Background: an optimization exercise with open tools, aiming at small area and a short achievable clock period. Do not read the settings as production practice. Only simulation tests tie the RTL to the original design; equivalence was not proved. No activity file was given, so power comes from the tool's default toggle rates.

## main
// execute_alu_forward_unit
module execute_alu_forward_unit #(
    parameter XLEN  = 32,
    parameter PCW   = 32,
    parameter LANES = 2,
    parameter K     = 18
) (
    input  wire                  clk,
    input  wire                  rst,
    input  wire [LANES-1:0]      iss_valid,
    input  wire [LANES*3-1:0]    iss_op,
    input  wire [LANES*XLEN-1:0] iss_a,
    input  wire [LANES*XLEN-1:0] iss_b,
    input  wire [LANES*6-1:0]    iss_dest,
    input  wire [LANES*PCW-1:0]  iss_pc,
    output wire [LANES-1:0]      res_valid,
    output wire [LANES*PCW-1:0]  res_pc,
    output wire [LANES*6-1:0]    res_dest,
    output wire [LANES*XLEN-1:0] res_value,
    output wire [LANES-1:0]      res_fault,
    output wire [LANES-1:0]      res_wakeup
);
Size in the first run: about 10000 cells after synthesis, ~250 flip-flops, ~360 I/O pins.
make LEC_CHECK=0 ABC_AREA=1 CAP_MARGIN=20 CORE_MARGIN=2 CORE_UTILIZATION=65 SLEW_MARGIN=20 finish   # period 110.0 ns
run.sh (not shown) runs the stock make flow with config.mk's settings and CLKGATE_MAP_FILE= SYNTH_SCRIPT=/design/flow/synth_recipe.tcl, a recipe that flattens the netlist after the stock synthesis.
main went all the way through the flow, and no timing, DRC or antenna check failed.
Edits applied to the flow inputs when going from main to the feature branch:
-- flow/config.mk --
<<< main, line 10
export CORE_MARGIN = 2
export CORE_UTILIZATION = 65
export SLEW_MARGIN = 20
>>> the feature branch, line 10
export CORE_MARGIN = 2
export CORE_UTILIZATION = 40
export SLEW_MARGIN = 20
[summary]
- Start point of the critical path = lat_op[4]: main; start point of the critical path = lat_op[3]: the feature branch
- Summary of the feature branch over main: global routing usage on met3 decreased by 5.4 points relative to the old numbers; non-clock buffer count increased by 6 relative to the old numbers; arrival time at the worst endpoint increased by 0.74 ns relative to the old numbers; site row count increased by 33 relative to the old numbers; number of iterations in the first detailed-routing pass increased by 2 relative to the old numbers.
- main → the feature branch: final non-filler cell total saw an increase; final area saw an increase.

* * *

The RTL this note starts from:
==> flow/design.v <==
module exec_alu_row #(
    parameter W = 1
) (
    input  wire [W-1:0] x,
    input  wire [W-1:0] y,
    input  wire         cin,
    input  wire         div,     
    input  wire         hz,      
    input  wire         force_sel,  
    output wire         qbit,
    output wire [W-1:0] out
);
    wire [W:0] s = {1'b0, x} + {1'b0, y} + {{W{1'b0}}, cin};
    assign qbit = s[W] & hz;
    wire sel = div ? qbit : force_sel;
    assign out = sel ? s[W-1:0] : x;
endmodule
module exec_alu_front #(
    parameter K = 19
) (
    input  wire [2:0]   op,
    input  wire [31:0]  a,
    input  wire [31:0]  b,
    output wire [31:0]  x,       
    output wire [31:0]  y,       
    output wire [K-1:0] q,       
    output wire [3:0]   fl       
);
    wire is_div = op[2] | (op[1] & op[0]);
    wire is_mul = ~op[2] & op[1] & ~op[0];
    wire inv    = is_div | (~op[1] & op[0]);
    assign fl = {~op[2] & op[1] & op[0], inv, is_mul, is_div};
    assign y = is_mul ? a : (b ^ {32{inv}});
    wire [31:0] nb = is_mul ? 32'd0 : a;    
    wire [32:0] hz;
    assign hz[32] = 1'b1;
    genvar w;
    generate
        for (w = 31; w >= 0; w = w - 1) begin : hzg
            assign hz[w] = hz[w+1] & ~b[w];
        end
    endgenerate
    wire [31:0] o [0:K];
    assign o[0] = 32'd0;
    generate
        for (w = 1; w <= K; w = w + 1) begin : row
            wire [w-1:0] xr;
            if (w == 1) begin : x1
                assign xr = nb[32-w];
            end else begin : xn
                assign xr = {o[w-1][w-2:0], nb[32-w]};
            end
            wire [w-1:0] orow;
            exec_alu_row #(.W(w)) r (
                .x(xr), .y(y[w-1:0]), .cin(inv), .div(is_div), .hz(hz[w]),
                .force_sel(is_mul & b[32-w]), .qbit(q[K-w]), .out(orow)
            );
            assign o[w] = {{(32-w){1'b0}}, orow};
        end
    endgenerate
    assign x = {o[K][K-1:0], (is_mul ? b[31-K:0] : a[31-K:0])};
endmodule
module exec_alu #(
    parameter K = 19
) (
    input  wire [3:0]   fl,      
    input  wire [31:0]  x,
    input  wire [31:0]  y,
    input  wire [K-1:0] qh,
    output wire [31:0]  value,
    output wire         fault
);
    wire is_div = fl[0];
    wire is_mul = fl[1];
    wire inv    = fl[2];
    wire is_quo = fl[3];
    wire [32:0] hz;
    assign hz[32] = 1'b1;
    genvar w;
    generate
        for (w = 31; w >= 0; w = w - 1) begin : hzg
            assign hz[w] = hz[w+1] & y[w];
        end
    endgenerate
    wire b_zero = hz[0];
    wire [31:0] low = x[31-K:0];                
    wire [31:0] o [K:32];
    assign o[K] = {{(32-K){1'b0}}, x[31:32-K]};
    wire [31-K:0] ql;
    generate
        for (w = K + 1; w <= 32; w = w + 1) begin : row
            wire [w-1:0] xr = {o[w-1][w-2:0], low[32-w] & ~is_mul};
            wire [w-1:0] orow;
            exec_alu_row #(.W(w)) r (
                .x(xr), .y(y[w-1:0]), .cin(inv), .div(is_div), .hz(hz[w]),
                .force_sel(is_mul ? low[32-w] : (w == 32)), .qbit(ql[32-w]), .out(orow)
            );
            assign o[w] = {{(32-w){1'b0}}, orow};
        end
    endgenerate
    assign fault = is_div & b_zero;
    assign value = fault ? 32'd0 : is_quo ? {qh, ql} : o[32];
endmodule
module execute_alu_forward_unit #(
    parameter XLEN  = 32,
    parameter PCW   = 32,
    parameter LANES = 2,
    parameter K     = 18
) (
    input  wire                  clk,
    input  wire                  rst,
    input  wire [LANES-1:0]      iss_valid,
    input  wire [LANES*3-1:0]    iss_op,
    input  wire [LANES*XLEN-1:0] iss_a,
    input  wire [LANES*XLEN-1:0] iss_b,
    input  wire [LANES*6-1:0]    iss_dest,
    input  wire [LANES*PCW-1:0]  iss_pc,
    output wire [LANES-1:0]      res_valid,
    output wire [LANES*PCW-1:0]  res_pc,
    output wire [LANES*6-1:0]    res_dest,
    output wire [LANES*XLEN-1:0] res_value,
    output wire [LANES-1:0]      res_fault,
    output wire [LANES-1:0]      res_wakeup
);
    reg [LANES-1:0]      lat_valid;
    reg [LANES*4-1:0]    lat_fl;
    reg [LANES*XLEN-1:0] lat_x;
    reg [LANES*XLEN-1:0] lat_y;
    reg [LANES*K-1:0]    lat_q;
    reg [LANES*6-1:0]    lat_dest;
    reg [LANES*PCW-1:0]  lat_pc;
    wire [LANES*XLEN-1:0] nx;
    wire [LANES*XLEN-1:0] ny;
    wire [LANES*K-1:0]    nq;
    wire [LANES*4-1:0]    nfl;
    genvar i;
    generate
        for (i = 0; i < LANES; i = i + 1) begin : front
            exec_alu_front #(.K(K)) fr (
                .op(iss_op[i*3 +: 3]),
                .a (iss_a[i*XLEN +: XLEN]),
                .b (iss_b[i*XLEN +: XLEN]),
                .x (nx[i*XLEN +: XLEN]),
                .y (ny[i*XLEN +: XLEN]),
                .q (nq[i*K +: K]),
                .fl(nfl[i*4 +: 4])
            );
        end
    endgenerate
    always @(posedge clk) begin
        if (rst) begin
            lat_valid <= {LANES{1'b0}};
        end else begin
            lat_valid <= iss_valid;
        end
        lat_fl   <= nfl;
        lat_x    <= nx;
        lat_y    <= ny;
        lat_q    <= nq;
        lat_dest <= iss_dest;
        lat_pc   <= iss_pc;
    end
    generate
        for (i = 0; i < LANES; i = i + 1) begin : lane
            wire [XLEN-1:0] value;
            wire            fault;
            exec_alu #(.K(K)) alu (
                .fl   (lat_fl[i*4 +: 4]),
                .x    (lat_x[i*XLEN +: XLEN]),
                .y    (lat_y[i*XLEN +: XLEN]),
                .qh   (lat_q[i*K +: K]),
                .value(value),
                .fault(fault)
            );
            assign res_valid[i]              = lat_valid[i];
            assign res_pc[i*PCW +: PCW]      = lat_pc[i*PCW +: PCW];
            assign res_dest[i*6 +: 6]        = lat_dest[i*6 +: 6];
            assign res_value[i*XLEN +: XLEN] = value;
            assign res_fault[i]              = lat_valid[i] & fault;
            assign res_wakeup[i]             = lat_valid[i] & ~fault;
        end
    endgenerate
endmodule
export LEC_CHECK = 0
export ABC_AREA = 1
export CAP_MARGIN = 20
export CORE_MARGIN = 2
export CORE_UTILIZATION = 60
export SLEW_MARGIN = 20
create_clock -name core_clock -period 110.0 [get_ports {clk}]
standard.sh (not shown) runs the stock make flow with config.mk's settings and CLKGATE_MAP_FILE= SYNTH_SCRIPT=/design/flow/synth_recipe.tcl, a recipe that flattens the netlist after the stock synthesis.
==> flow/flow/run.sh <==
#!/bin/bash
set -eo pipefail
bash standard.sh SETUP_SLACK_MARGIN=40 TNS_END_PERCENT=0 finish > make_finish.log 2>&1
Then changed:
==> flow/flow/run.sh (replaced) <==
#!/bin/bash
set -eo pipefail
bash standard.sh SETUP_SLACK_MARGIN=46 TNS_END_PERCENT=0 finish > make_finish.log 2>&1
CORE_UTILIZATION = 45   (was 60)
=> Non-clock buffer count goes up by 488. Setup slack is better by 3.9 ns. Power is higher by 8.4%. Final cell count goes up by 7.6%. Sequential power stays flat. Synthesized cell count is unchanged. Maximum frequency is higher by 6.2%. Hold slack is worse by 0.11 ns.
Then changed:
==> flow/flow/run.sh (replaced) <==
#!/bin/bash
set -eo pipefail
bash standard.sh SETUP_SLACK_MARGIN=47 TNS_END_PERCENT=0 cts > make_cts.log 2>&1
bash standard.sh SETUP_SLACK_MARGIN=38 TNS_END_PERCENT=0 finish > make_finish.log 2>&1
CORE_UTILIZATION = 60   (was 45)
Result: The changed run ran to the end with no violations; power drops by a few percent; clock power drops by a little under a tenth; clock-buffer cell count stays the same; setup slack is worse by 2.1 ns; fmax drops by a few percent; combinational power drops by a few percent.
Then changed:
==> flow/flow/run.sh (replaced) <==
#!/bin/bash
set -eo pipefail
bash standard.sh SETUP_SLACK_MARGIN=50 TNS_END_PERCENT=0 finish > make_finish.log 2>&1
CORE_UTILIZATION = 45   (was 60)
After rerunning: The new run finished clean. Die area climbs by a quarter to a third. Critical path depth grows by 13. Routed wire length came out higher by roughly a tenth. Worst setup slack gets better by 4.8 ns. First-iteration DRC count shrinks by roughly a tenth. Core utilization falls by 7.9 points. Hold slack loses 0.18 ns. Synthesized area is unchanged. Design area climbs by about a fifth. Non-clock buffer count increases by 744.
Then changed:
==> flow/flow/run.sh (replaced) <==
#!/bin/bash
set -eo pipefail
bash standard.sh SETUP_SLACK_MARGIN=44 TNS_END_PERCENT=0 cts > make_cts.log 2>&1
bash standard.sh SETUP_SLACK_MARGIN=40 TNS_END_PERCENT=0 finish > make_finish.log 2>&1
CORE_UTILIZATION = 60   (was 45)
The new run finished with timing, DRC and antenna clean.
Global-route usage goes up by 6.4 points.
Routed wire length drops by roughly a tenth.
Count of clock-buffer cells in the layout stays the same.
Synthesized cell count stays the same.
Combinational power goes down by about a fifth.

* * *

Setup of the baseline:
RTL: the design.v shown in full above, as it stands there.
==> flow/config.mk <==
export PLATFORM = sky130hd
export DESIGN_NAME = execute_alu_forward_unit
export DESIGN_NICKNAME = execute_alu_forward_unit
export VERILOG_FILES = /design/flow/design.v
export SDC_FILE = /design/flow/constraint.sdc
export NUM_CORES = 4
export LEC_CHECK = 0
export ABC_AREA = 1
export CAP_MARGIN = 20
export CORE_MARGIN = 2
export CORE_UTILIZATION = 60
export SLEW_MARGIN = 20
==> flow/constraint.sdc <==
create_clock -name core_clock -period 110.0 [get_ports {clk}]
set_input_delay 22.0000 -clock core_clock [delete_from_list [all_inputs] [get_ports {clk}]]
set_output_delay 22.0000 -clock core_clock [all_outputs]
set_load 0.01 [all_outputs]
==> flow/flow/run.sh <==
#!/bin/bash
set -eo pipefail
PORTBUF="BUFFER_PORTS_ARGS=-buffer_cell sky130_fd_sc_hd__buf_1"
bash standard.sh SETUP_SLACK_MARGIN=44 TNS_END_PERCENT=0 "$PORTBUF" cts > make_cts.log 2>&1
bash standard.sh SETUP_SLACK_MARGIN=40 TNS_END_PERCENT=0 "$PORTBUF" finish > make_finish.log 2>&1
Setup changes, the baseline to the candidate
==> flow/flow/run.sh <==
#!/bin/bash
set -eo pipefail
PORTBUF="BUFFER_PORTS_ARGS=-buffer_cell sky130_fd_sc_hd__buf_1"
bash standard.sh SETUP_SLACK_MARGIN=47 TNS_END_PERCENT=0 "$PORTBUF" cts > make_cts.log 2>&1
bash standard.sh SETUP_SLACK_MARGIN=38 TNS_END_PERCENT=0 "$PORTBUF" finish > make_finish.log 2>&1
[summary]
- Comparing the candidate and the baseline, the lower global-route usage is on the baseline.
- The candidate — static leakage power 1.5% higher, the baseline as reference
- Any difference in sequential share of layout area between the baseline and the candidate is small enough to ignore.

==> what the ideal ports hide <==
How much do the figures lean on ideal ports? The routed layouts below were timed once more, with nothing changed but the port constraints. Step 1 (the two cells are an assumption about what drives the block):
set clk [get_ports {clk}]
set_driving_cell -lib_cell sky130_fd_sc_hd__clkbuf_16 $clk
set_driving_cell -lib_cell sky130_fd_sc_hd__buf_2 [delete_from_list [all_inputs] $clk]
Step 2 adds t to the input delays and takes it off the output delays; t is the mean of the earliest and latest rising clock arrival at the registers after step 1. Input paths then give back, and output paths get back, about the clock's delay inside the block. Slacks: ideal / step 1 / step 2; pairs: ideal / step 1.
run	shift t [ns]	slack for setup (ns)	worst setup path after step 2
main	0.665	34.686 / 34.618 / 35.283	register to output
the feature branch	0.687	33.953 / 33.878 / 34.565	register to output
the first run of note 2	0.650	43.956 / 43.887 / 43.662	input to register
the second run of note 2	0.643	47.833 / 47.762 / 48.200	input to register
the third run of note 2	0.651	45.773 / 45.705 / 45.443	input to register
the fourth run of note 2	0.645	50.525 / 50.454 / 50.181	input to register
the fifth run of note 2	0.650	43.928 / 43.859 / 43.939	input to register
the baseline	0.637	43.322 / 43.258 / 43.629	input to register
the candidate	0.641	46.161 / 46.095 / 45.688	input to register
After both steps every run listed still meets setup and hold. The setup slack of the candidate, which loses most, moves by -0.066 ns with the drivers and by -0.473 ns with both steps.
